From an optimization exercise on the open Yosys and OpenROAD flow, aimed at small area and a short achievable clock period; shortcuts taken in it are not production practice. Function was checked by simulation only, so behaviour that the tests miss may differ from the original.

==> flow/design.v (outline; a module is shown in full before it is edited, if it fits) <==
// module tgb_cos_rom: 75 lines
// module tgb_chan_trial: 130 lines
// module tgb_mac: 375 lines
// module tgb_nzmul: 248 lines
// module tgb_qchan: 211 lines
// module tgb_iqsum: 100 lines
module tgb_chan_trial (
    input  wire               clk,
    input  wire               rst,         
    input  wire               scheme,      
    input  wire [3:0]         sps,         
    input  wire [7:0]         phase_inc,   
    input  wire [7:0]         sigma,       
    input  wire               start,       
    input  wire               s_valid,
    input  wire [1:0]         sym_i,       
    input  wire [1:0]         sym_q,       
    input  wire signed [9:0]  noise,       
    output reg                r_valid,
    output wire signed [25:0] r_stat_i,
    output wire signed [25:0] r_stat_q,
    output wire               r_dec_i,     
    output wire               r_dec_q,
    output wire [15:0]        r_errs
);
  // ...
==> flow/run.sh <==
#!/bin/bash
# synth_recipe.tcl (not shown) runs the flow's synth.tcl, then flattens the netlist and writes it again
# the make line also repeats each setting of config.mk as NAME=value (left out here)
make -C /OpenROAD-flow-scripts/flow DESIGN_CONFIG=/design/flow/config.mk WORK_HOME=/design/flow/orfs CLKGATE_MAP_FILE= SYNTH_SCRIPT=/design/flow/synth_recipe.tcl finish
==> flow/config.mk <==
export PLATFORM = sky130hd
export DESIGN_NAME = tgb_chan_trial
export DESIGN_NICKNAME = tgb_chan_trial
export VERILOG_FILES = /design/flow/design.v
export SDC_FILE = /design/flow/constraint.sdc
export NUM_CORES = 4
export LEC_CHECK = 0
export CAP_MARGIN = 20
export CORE_MARGIN = 2
export CORE_UTILIZATION = 40
export SLEW_MARGIN = 20
==> flow/constraint.sdc <==
create_clock -name core_clock -period 30.0 [get_ports {clk}]
set_input_delay 6.0000 -clock core_clock [delete_from_list [all_inputs] [get_ports {clk}]]
set_output_delay 6.0000 -clock core_clock [all_outputs]
set_load 0.01 [all_outputs]
==> metrics.md, run 1 <==
| Metric | Value |
|---|---|
| FFs & Latches | roughly 210 |
| Top cells by area, synth | fa_1 (16%), dfxtp_1 (16%), ha_1 (10%) |
| Metal3 WL | 2920 µm |
| Placed cells | ~3400 |
| Layout cell share with drive strength beyond 1 | 0.0509 |
| Post-Route M1 WL | 26000 µm |
| Main combinational cell family by area after synthesis | adder cells |
| Routed Wire Length | 57000 µm |
| Die area | 60200 µm² |
| Global-route wire length before repair | 94800 µm |
| Drt first pass iters | 8 |
| DRC | 0 |
| FF/Latch Area | 4310 µm² |
| Detailed-route via count | 18800 |
| Most Crowded Layer GR | met2 |
| Critical path peak fanout | 6 |
| Post-layout util | 0.445 |
| Outcome | finished clean |
| CP peak stage delay | 0.58 ns |
| Filler cell count | 5694 |
| Most frequent cells in the layout | inv_1 (345), fa_1 (192), dfxtp_1 (188) |
| Htree depth | 1 |
| CTS Sinks | 207 |
| Buf/Inv on CP | 1 |
| Floorplan Core Area | 57700 µm² |
| Met2 routed WL | 26800 µm |
| # clk buffers | 38 |
| Met2 Use GR | 0.319 |
| Most common cell in the netlist | inv_1 |
| Fin. Hold Viols | 0 |
| Average size of a mapped cell | 8.47 µm² |
| CP Capture Point | r_errs[0] |
| Highest-delay cell along the critical path | clkdlybuf4s50_1 |
| Initial DRC count | 1282 |
| Root Driver | clkbuf_16 |
| Commonest non-fill, non-tap cell in the layout | inv_1 |
| Met1 GRT Util | 0.258 |
| Crit path from | errs[0]$_DFFE_PP_ |
| Final hold slack | roughly 0.32 ns |
==> inputs of run 2 (changes only) <==
--- a/flow/config.mk
+++ b/flow/config.mk
@@ -6,4 +6,5 @@
 export NUM_CORES = 4
 export LEC_CHECK = 0
+export ABC_AREA = 1
 export CAP_MARGIN = 20
 export CORE_MARGIN = 2
==> metrics.md, run 2 <==
| Metric | Value |
|---|---|
| Outcome | finished clean |
| Root Driver | clkbuf_16 |
| Global-route wire length before repair | 86100 µm (-9.1%) |
| CP peak stage delay | 0.58 ns (about the same) |
| Floorplan Core Area | 51200 µm² (-11%) |
| Die height | about 230 µm |
| Antenna-violating nets left | 0 |
| Post-CTS setup buffer count | 0 |
| Critical path peak fanout | 5 (-1) |
| Die Wd | between 200 and 250 µm |
| Final hold slack | 0.325 ns (+0.000182 ns) |
| Post-Synth Adder-Cell Area | 0.299 |
| Async set or reset register ratio after synthesis | 0 |
| N_diodes | 0 |
| Compound-Gate Fraction of Synth Area | 0.108 |
| Sequential-to-total area share from yosys stat | 0.208 |
| Average size of a mapped cell | 8.03 µm² (-5.2%) |
| Wire length per cell | 15.7 µm |
| Area of the mapped netlist | between 20000 and 25000 µm² |
| Num rows | 83 |
| Least-Margin Pin Slew | 1.03 ns |
| Hold crit path type | flip-flop to flip-flop |
| Buf/Inv on CP | 1 (unchanged) |
| Setup TNS | 0 ns |
| # IOs | 110 |
| Area growth, synth to finish | 12.3% |
| Vias in the first global route | 16900 |
| Critical Path RT | 24.00 ns |
| Final Skew | 0.0350 ns |
| Initial core utilization | 0.404 |
| Fin crit period | roughly 7.6 ns |
| Post-synthesis mux area share | 0.00103 |
| Post-layout nets | 3052 |
| Synth area leader | fa_1 |
| Synth Area in Simple Gates | 0.165 |
| Worst path cell trace | clkdlybuf4s50_1 |
| Unrepaired setup endpoints after global routing | no |
| CTS tree | built |
| CTS Sinks | 207 (unchanged) |
| Syn. warnings | 2 |
| Post-detailed-route via-to-cell ratio | 5.04 |
| Filler cell count | 5126 (-10%) |
| Top cells by area, synth | fa_1 (19%), dfxtp_1 (18%), ha_1 (11%) |
| Main synth FF type | dfxtp_1 |
| Worst setup SP type | flip-flop |
| CTS buffer count | 27 |
| Post-synth top area share | 0.186 |
| Fin. Hold Viols | 0 (unchanged) |
| Main combinational cell family by area after synthesis | adder cells |
| Max Slew Vio Count | 0 |
| # Max-Cap Violations | 0 |
| Synthesized flop and latch total | 207 |
| Crit. End Element | output port |
| # setup viols final | 0 |
| Worst path top cell family by delay | buffers and inverters |
| Most frequent cells after synthesis | inv_1 (473), nand2_1 (391), xor2_1 (195) |
| Post-cts gate resize count | 0 |
| Highest-delay cell along the critical path | clkdlybuf4s50_1 |
| Routed Wire Length | 52300 µm (-8.4%) |
| Fin crit share | 0.252 |
| Max Freq | 132 MHz |
| DPL Wire Length | slightly above 40000 µm |
| Worst slew margin | 0.311 |
| Most common cell in the netlist | inv_1 |
| Detailed-route via count | 16800 (-11%) |
| GRT Total Usage | 0.197 |
| Most frequent cells in the layout | inv_1 (473), nand2_1 (391), xor2_1 (195) |
| Worst Path Arrival | 1.57 ns |
| Dpl ws | 22.99 ns |
| Drt first pass iters | 6 (-2) |
| Hold buffer count at cts | 0 |
| Clk slew on worst S/H paths | 0.06 ns |
| GRT overflow | 0 |
| Die area | 53600 µm² (-11%) |
| Distinct cell type count after synthesis | 61 |
| Post-Synthesis Cells | ~2600 |
| Final worst setup slack | 22.43 ns |
| Commonest non-fill, non-tap cell in the layout | inv_1 |
| Mapped Nets | 2993 |
| Layout cell share with drive strength beyond 1 | 0.0517 (+0.000743) |
| Synth Area in XOR/XNOR | 0.107 |
| Clock latency on the worst-skew pair | 0.58 ns |
| Bufs on Longest Clock Path | 3 |
| Antenna violations before repair | 0 |
| DRC | 0 (unchanged) |
| Kind of critical path | flip-flop to output port |
| Post-synth EDFFs | 16 |
| Htree depth | 1 (unchanged) |
| IO buf count | 109 |
| Top Registers | acc_i: 25 flops, acc_q: 25 flops, errs: 16 flops |
| Largest net degree at the start of global routing | 36 |
| Initial DRC count | 892 (-30%) |
| Final RePlAce weighted congestion | about 0.92 |
==> run 2: changes by cell type in the layout (fill, tap and decap cells not counted), moves of 34 or more <==
cell,change
xor2_1,+76
o21ai_0,-50
nand2_1,+229
a221oi_1,-38
inv_1,+128
a22oi_1,-43
xnor2_1,-88
o22ai_1,+101
nand3_1,+130
and2_1,-34
nand2b_1,-105
nor2b_1,-52
a21oi_1,-104
==> run 2: final cells by class <==
class,count,area (µm²),area share
repair buffers,120,1170,0.0505
clock buffers,35,767,0.0330
well taps,680,851,0.0366
inverters,499,1880,0.0811
clock inverters,12,179,0.00770
multi-input cells,1779,14100,0.606
flip-flops and latches,207,4300,0.185
==> run 2: path summary, 6_finish.rpt <==
path	from	end	slack, ns	depth (start not counted)
setup / recovery	acc_i[24]$_DFF_P_	r_stat_i[25]	22.43	1
hold / removal	cm1[5]$_DFF_P_	cm2[5]$_DFF_P_	0.32	0
setup reg to reg	cn2$_DFF_P_	errs[1]$_DFFE_PP_	23.81	23
hold reg to reg	cm1[5]$_DFF_P_	cm2[5]$_DFF_P_	0.32	0
==> run 2: cell families (layout without fill, tap and decap cells) <==
logic type,after synthesis,count (layout)
flip-flops,207,207
XOR/XNOR,251,251
AO/OA/AOI/OAI,372,372
AND/OR/NAND/NOR,774,774
adder cells (fa/ha/maj),380,380
multiplexers,2,2
buffers and inverters,589,666
==> run 2: metal layers <==
| layer | vias up | global-route usage | share of wire | routed length [µm] |
|---|---|---|---|---|
| met5 | - | 0 | 0 | 0 |
| met4 | 0 | 0.0563 | 0.025 | 1280 |
| met3 | 67 | 0.0269 | 0.048 | 2520 |
| met2 | 376 | 0.340 | 0.48 | 24900 |
| met1 | 8032 | 0.256 | 0.45 | 23500 |
| li1 | 8329 | - | - | - |
==> run 2: metrics by stage <==
step / cell area (µm²) / util / instances
2_1_floorplan: 20700 / - / 2575
3_3_place_gp: 22300 / 0.435 / 3285
3_5_place_dp: 22300 / 0.435 / 3285
4_1_cts: 23200 / 0.454 / 3332
5_1_grt: 23200 / 0.454 / 3332
6_report: 23200 / 0.454 / 3332
==> inputs of run 3 (changes only) <==
==> flow/flow/run.sh (new file) <==
#!/bin/bash
set -euo pipefail
cd "$(dirname "$0")/.."
bash standard.sh "BUFFER_PORTS_ARGS=-buffer_cell sky130_fd_sc_hd__buf_2" "SETUP_SLACK_MARGIN=23.2" finish > standard_flow.log 2>&1
==> flow/standard.sh (new file) <==
#!/bin/bash
# synth_recipe.tcl (not shown) runs the flow's synth.tcl, then flattens the netlist and writes it again
# the make line also repeats each setting of config.mk as NAME=value (left out here)
make -C /OpenROAD-flow-scripts/flow DESIGN_CONFIG=/design/flow/config.mk WORK_HOME=/design/flow/orfs CLKGATE_MAP_FILE= SYNTH_SCRIPT=/design/flow/synth_recipe.tcl "${@:-finish}"
removed: flow/run.sh
==> metrics.md, run 3 <==
| Metric | Value |
|---|---|
| Outcome | finished clean |
| Buf/Inv on CP | 1 (unchanged) |
| Fin. Hold Viols | 0 (unchanged) |
| Synthesized flop and latch total | 207 (unchanged) |
| CTS tree | built |
| Critical Path RT | 24.00 ns (about the same) |
| Final RePlAce weighted congestion | 0.882 (-4.3%) |
| Most common cell in the netlist | inv_1 |
| Post-synth EDFFs | 16 (unchanged) |
| Hold crit path type | flip-flop to flip-flop |
| Clock latency on the worst-skew pair | 0.57 ns (about the same) |
| CTS buffer count | 25 (-7.4%) |
| # Max-Cap Violations | 0 (unchanged) |
| Antenna violations before repair | 1 (+1) |
| Crit. End Element | output port |
| Top Registers | acc_i: 25 flops, acc_q: 25 flops, errs: 16 flops |
| IO buf count | 109 (unchanged) |
| Setup TNS | 0 ns (unchanged) |
| Distinct cell type count after synthesis | 61 (unchanged) |
| Worst path top cell family by delay | flip-flops |
| Kind of critical path | flip-flop to output port |
| Max Slew Vio Count | 0 (unchanged) |
| Post-layout util | 0.455 (+0.00103) |
| Commonest non-fill, non-tap cell in the layout | inv_1 |
| Unrepaired setup endpoints after global routing | yes |
| Worst slew margin | 0.290 (-0.0211) |
| Global-route wire length before repair | 86400 µm (+0.34%) |
| Wire length per cell | 15.6 µm (-0.21%) |
| N_diodes | 0 (unchanged) |
| Post-detailed-route via-to-cell ratio | 5.04 (about the same) |
| # IOs | 110 (unchanged) |
| Least-Margin Pin Slew | 1.07 ns (+0.0317 ns) |
| Die area | 53600 µm² (unchanged) |
| Async set or reset register ratio after synthesis | 0 (unchanged) |
| Post-layout nets | 3092 (+1.3%) |
| Fin crit period | 7.14 ns (-0.429 ns) |
| Highest-delay cell along the critical path | edfxtp_1 |
| Drt first pass iters | 7 (+1) |
| Max Freq | 140 MHz (+6.0%) |
| Die height | 231 µm (unchanged) |
| Hold buffer count at cts | 0 (unchanged) |
| Worst setup SP type | flip-flop |
| Filler cell count | 5091 (-0.68%) |
| Root Driver | clkbuf_16 |
| Average size of a mapped cell | 8.03 µm² (unchanged) |
| Num rows | 83 (unchanged) |
| Worst Path Arrival | 1.14 ns (-0.43 ns) |
| Sequential-to-total area share from yosys stat | 0.208 (unchanged) |
| Vias in the first global route | 17000 (+0.79%) |
| Initial core utilization | 0.404 (unchanged) |
| Critical path peak fanout | 2 (-3) |
| Routed Wire Length | 52800 µm (+0.99%) |
| Area growth, synth to finish | 12.5% |
| Htree depth | 1 (unchanged) |
| Antenna-violating nets left | 0 (unchanged) |
| Clk slew on worst S/H paths | 0.07 ns (about the same) |
| CTS Sinks | 207 (unchanged) |
| # setup viols final | 0 (unchanged) |
| Initial DRC count | 931 (+4.4%) |
| Area of the mapped netlist | 20700 µm² (unchanged) |
| Detailed-route via count | 17000 (+1.2%) |
| Top cells by area, synth | fa_1 (19%), dfxtp_1 (18%), ha_1 (11%) |
| Worst path cell trace | buf_2 |
| DRC | 0 (unchanged) |
| GRT Total Usage | 0.198 (+0.00115) |
| Dpl ws | 23.39 ns (+0.401 ns) |
| Final hold slack | 0.306 ns (-0.0183 ns) |
| GRT overflow | 0 (unchanged) |
| Syn. warnings | 2 (unchanged) |
| Layout cell share with drive strength beyond 1 | 0.126 (+0.0739) |
| FF/Latch Area | 4370 µm² (+1.6%) |
| CP peak stage delay | 0.42 ns (-0.16 ns) |
| Fin crit share | 0.238 (-0.0143) |
| Main synth FF type | dfxtp_1 |
| Synth area leader | fa_1 |
| Final worst setup slack | 22.86 ns (+0.429 ns) |
| Largest net degree at the start of global routing | 36 (unchanged) |
| Most frequent cells in the layout | inv_1 (471), nand2_1 (391), xor2_1 (195) |
| Post-synth top area share | 0.186 (unchanged) |
| Mapped Nets | 2993 (unchanged) |
| Final Skew | 0.0267 ns (-0.00832 ns) |
| Die Wd | 231 µm (unchanged) |
| Most frequent cells after synthesis | inv_1 (473), nand2_1 (391), xor2_1 (195) |
| DPL Wire Length | 41600 µm (+0.20%) |
| Post-Synthesis Cells | 2575 (unchanged) |
| Bufs on Longest Clock Path | 3 (unchanged) |
| Multi-input gate area | 14100 µm² (unchanged) |
| Floorplan Core Area | 51200 µm² (unchanged) |
-- run 3: cell counts after synthesis --
No cell type changed its count.
-- run 3: worst paths after layout --
check,startpoint,endpoint,depth (start not counted),slack [ns]
max,errs[9]$_DFFE_PP_,r_errs[9],1,22.86
min,cm1[7]$_DFF_P_,cm2[7]$_DFF_P_,0,0.31
max reg2reg,cn2$_DFF_P_,errs[5]$_DFFE_PP_,23,23.83
min reg2reg,cm1[7]$_DFF_P_,cm2[7]$_DFF_P_,0,0.31
-- run 3: per-layer routing --
metal	global-route usage	part of all wire	wire (µm)
met5	0	0	0
met4	0.0583	0.029	1510
met3	0.0214	0.043	2290
met2	0.344	0.48	25200
met1	0.260	0.45	23800
-- run 3: cell type report --
cell class              count  area share
well taps                 680      0.0365
flip-flops and latches    207       0.188
inverters                 499      0.0809
repair buffers            162      0.0550
multi-input cells        1779       0.604
clock buffers              31      0.0291
clock inverters            14     0.00613
-- run 3: cell families after synthesis --
| logic type | Yosys count | synth area share |
|---|---|---|
| AOI/OAI and AO/OA | 372 | 0.108 |
| xor gates and xnor gates | 251 | 0.107 |
| adders and majority gates | 380 | 0.299 |
| buffers and inverters | 589 | 0.112 |
| DFF | 207 | 0.208 |
| muxes | 2 | 0.00103 |
| and+or+nand+nor | 774 | 0.165 |
-- run 3: stage by stage --
| stage | cell area [µm²] | std cells |
|---|---|---|
| final | 23300 | 3372 |
| after global routing | 23300 | 3372 |
| after CTS | 23200 | 3361 |
| after detailed placement | 21700 | 3284 |
| after global placement | 21700 | 3284 |
| after floorplan | 20700 | 2575 |
-- run 3: repair_timing --
action / 4_1_cts / 5_1_grt
endpoints found under the setup margin: 71 / 71
setup buffers: 32 / 11
gates resized for setup: 107 / 2
hold endpoints to repair: 0 / 0
cloned: 0 / 0
==> inputs of run 4 (changes only) <==
==> flow/flow/run.sh (replaced) <==
#!/bin/bash
set -euo pipefail
cd "$(dirname "$0")/.."
bash standard.sh "BUFFER_PORTS_ARGS=-buffer_cell sky130_fd_sc_hd__buf_2" finish > standard_flow.log 2>&1
==> metrics.md, run 4 <==
| Metric | Value |
|---|---|
| Outcome | finished clean |
| Most common cell in the netlist | inv_1 |
| Distinct cell type count after synthesis | 61 (unchanged) |
| Crit. End Element | output port |
| Layout Cells excl Fill | 3329 (-1.3%) |
| CP peak stage delay | 0.45 ns (+0.03 ns) |
| Unrepaired setup endpoints after global routing | no |
| Final instance area | 22500 µm² (-3.1%) |
| Synth area leader | fa_1 |
| Critical path peak fanout | 5 (+3) |
| Worst path cell trace | buf_2 |
| Bufs on Longest Clock Path | 3 (unchanged) |
| Fin crit share | 0.240 (+0.00172) |
| Fin crit period | 7.19 ns (+0.0516 ns) |
| GRT Total Usage | 0.196 (-0.00217) |
| Largest net degree at the start of global routing | 36 (unchanged) |
| Highest-delay cell along the critical path | edfxtp_1 |
| Final RePlAce weighted congestion | 0.882 (unchanged) |
| Synthesized flop and latch total | 207 (unchanged) |
| Die area | 53600 µm² (unchanged) |
| Num rows | 83 (unchanged) |
| Drt first pass iters | 5 (-2) |
| Htree depth | 1 (unchanged) |
| Setup TNS | 0 ns (unchanged) |
| Dpl ws | 23.39 ns (unchanged) |
| DPL Wire Length | 41600 µm (unchanged) |
| Global-route wire length before repair | 85500 µm (-1.0%) |
| Worst path top cell family by delay | flip-flops |
| Critical Path RT | 24.00 ns (about the same) |
| Least-Margin Pin Slew | 1.06 ns (-0.00240 ns) |
| Area of the mapped netlist | 20700 µm² (unchanged) |
| Vias in the first global route | 16800 (-1.3%) |
| Worst Path Arrival | 1.19 ns (+0.05 ns) |
| Placed cells | 3284 (unchanged) |
| Syn. warnings | 2 (unchanged) |
| # Max-Cap Violations | 0 (unchanged) |
| IO buf count | 109 (unchanged) |
| Hold crit path type | flip-flop to flip-flop |
| Async set or reset register ratio after synthesis | 0 (unchanged) |
| Kind of critical path | flip-flop to output port |
| Max Slew Vio Count | 0 (unchanged) |
| Die height | 231 µm (unchanged) |
| Detailed-route via count | 16700 (-1.5%) |
| Initial core utilization | 0.404 (unchanged) |
| Post-layout nets | 3049 (-1.4%) |
| Root Driver | clkbuf_16 |
| Final worst setup slack | 22.81 ns (-0.0516 ns) |
| Commonest non-fill, non-tap cell in the layout | inv_1 |
| Mapped Nets | 2993 (unchanged) |
| Die Wd | 231 µm (unchanged) |
| Initial DRC count | 920 (-1.2%) |
| Floorplan Core Area | 51200 µm² (unchanged) |
| Placed cell area | 21700 µm² (unchanged) |
| Final Skew | 0.0349 ns (+0.00821 ns) |
| Post-CTS setup buffer count | 0 (-100%) |
| Fin. Hold Viols | 0 (unchanged) |
| Area growth, synth to finish | 9.01% |
| Post-layout util | 0.440 (-0.0143) |
| Main synth FF type | dfxtp_1 |
| Wire length per cell | 15.6 µm (about the same) |
| # IOs | 110 (unchanged) |
| Worst slew margin | 0.291 (+0.00160) |
| GRT overflow | 0 (unchanged) |
| Most frequent cells in the layout | inv_1 (473), nand2_1 (391), xor2_1 (195) |
| # setup viols final | 0 (unchanged) |
| Most frequent cells after synthesis | inv_1 (473), nand2_1 (391), xor2_1 (195) |
| Top cells by area, synth | fa_1 (19%), dfxtp_1 (18%), ha_1 (11%) |
| Buf/Inv on CP | 1 (unchanged) |
| Clk slew on worst S/H paths | 0.07 ns (about the same) |
| DRC | 0 (unchanged) |
| CTS buffer count | 25 (unchanged) |
| Clock latency on the worst-skew pair | 0.57 ns (about the same) |
| N_diodes | 0 (unchanged) |
| Max Freq | 139 MHz (-0.72%) |
| Post-cts gate resize count | 0 (-100%) |
| Sequential-to-total area share from yosys stat | 0.208 (unchanged) |
| CTS Sinks | 207 (unchanged) |
| Post-Synthesis Cells | 2575 (unchanged) |
| Antenna-violating nets left | 0 (unchanged) |
| CTS tree | built |
| Antenna violations before repair | 1 (unchanged) |
| Post-detailed-route via-to-cell ratio | 5.03 (-0.25%) |
| Layout cell share with drive strength beyond 1 | 0.0917 (-0.0338) |
| Hold buffer count at cts | 0 (unchanged) |
| Post-synth EDFFs | 16 (unchanged) |
| Routed Wire Length | 52100 µm (-1.3%) |
| Top Registers | acc_i: 25 flops, acc_q: 25 flops, errs: 16 flops |
| Worst setup SP type | flip-flop |
| Average size of a mapped cell | 8.03 µm² (unchanged) |
| Post-synth top area share | 0.186 (unchanged) |
[run 4: cell counts after synthesis]
Identical to the previous run, type by type.
[run 4: cell families (layout without fill, tap and decap cells)]
family                     after synthesis  count (layout)  synth area share
xor gates and xnor gates               251             251             0.107
muxes                                    2               2           0.00103
adders and majority gates              380             380             0.299
DFF                                    207             207             0.208
buffers and inverters                  589             663             0.112
and+or+nand+nor                        774             774             0.165
AOI/OAI and AO/OA                      372             372             0.108
[run 4: path summary, 6_finish.rpt]
path / from / slack, ns / end / cells after the start
hold / removal: cm1[7]$_DFF_P_ / 0.30 / cm2[7]$_DFF_P_ / 0
hold reg to reg: cm1[7]$_DFF_P_ / 0.30 / cm2[7]$_DFF_P_ / 0
setup / recovery: errs[0]$_DFFE_PP_ / 22.81 / r_errs[0] / 1
setup reg to reg: cn2$_DFF_P_ / 23.83 / errs[5]$_DFFE_PP_ / 23
[run 4: routing by layer]
| metal | track usage | part of all wire | up-vias |
|---|---|---|---|
| met4 | 0.0538 | 0.025 | 0 |
| met5 | 0 | 0 | - |
| met3 | 0.0208 | 0.041 | 66 |
| met2 | 0.341 | 0.48 | 385 |
| li1 | - | - | 8314 |
| met1 | 0.258 | 0.46 | 7976 |
[run 4: cell type report]
type / count / area [µm²]
repair buffers: 119 / 621
well taps: 680 / 851
multi-input cells: 1779 / 14100
fillers: 5168 / 28600
clock buffers: 31 / 678
clock inverters: 14 / 143
flip-flops and latches: 207 / 4300
inverters: 499 / 1880
[run 4: through the flow]
step	hold slack, ns
floorplan	0.310
global placement	0.313
detailed placement	0.313
CTS	0.302
global route	0.315
finish	0.299

static timing again, ports no longer ideal:
The results above use ideal ports. As a check the final layouts listed here were re-extracted and re-timed, cells and wires unchanged. Step 1 (the two cells are an assumption about what drives the block):
set clk [get_ports {clk}]
set_driving_cell -lib_cell sky130_fd_sc_hd__clkbuf_16 $clk
set_driving_cell -lib_cell sky130_fd_sc_hd__buf_2 [delete_from_list [all_inputs] $clk]
Step 2 moves the port delays by t, midway between the first and last clock arrival at a register: inputs arrive t later, outputs are due t later. That takes back most of the time a late clock gives input paths. a / b / c = no drivers / after step 1 / after step 2; a / b = the first two.
run | t (ns) | slack for setup (ns) | worst setup path at the end
run 1 | 0.631 | 22.378 / 22.318 / 22.676 | register to register
run 2 | 0.620 | 22.428 / 22.371 / 22.991 | register to output
run 3 | 0.611 | 22.857 / 22.799 / 23.410 | register to output
run 4 | 0.611 | 22.805 / 22.749 / 23.359 | register to output
After both steps setup and hold are still met in every run listed.
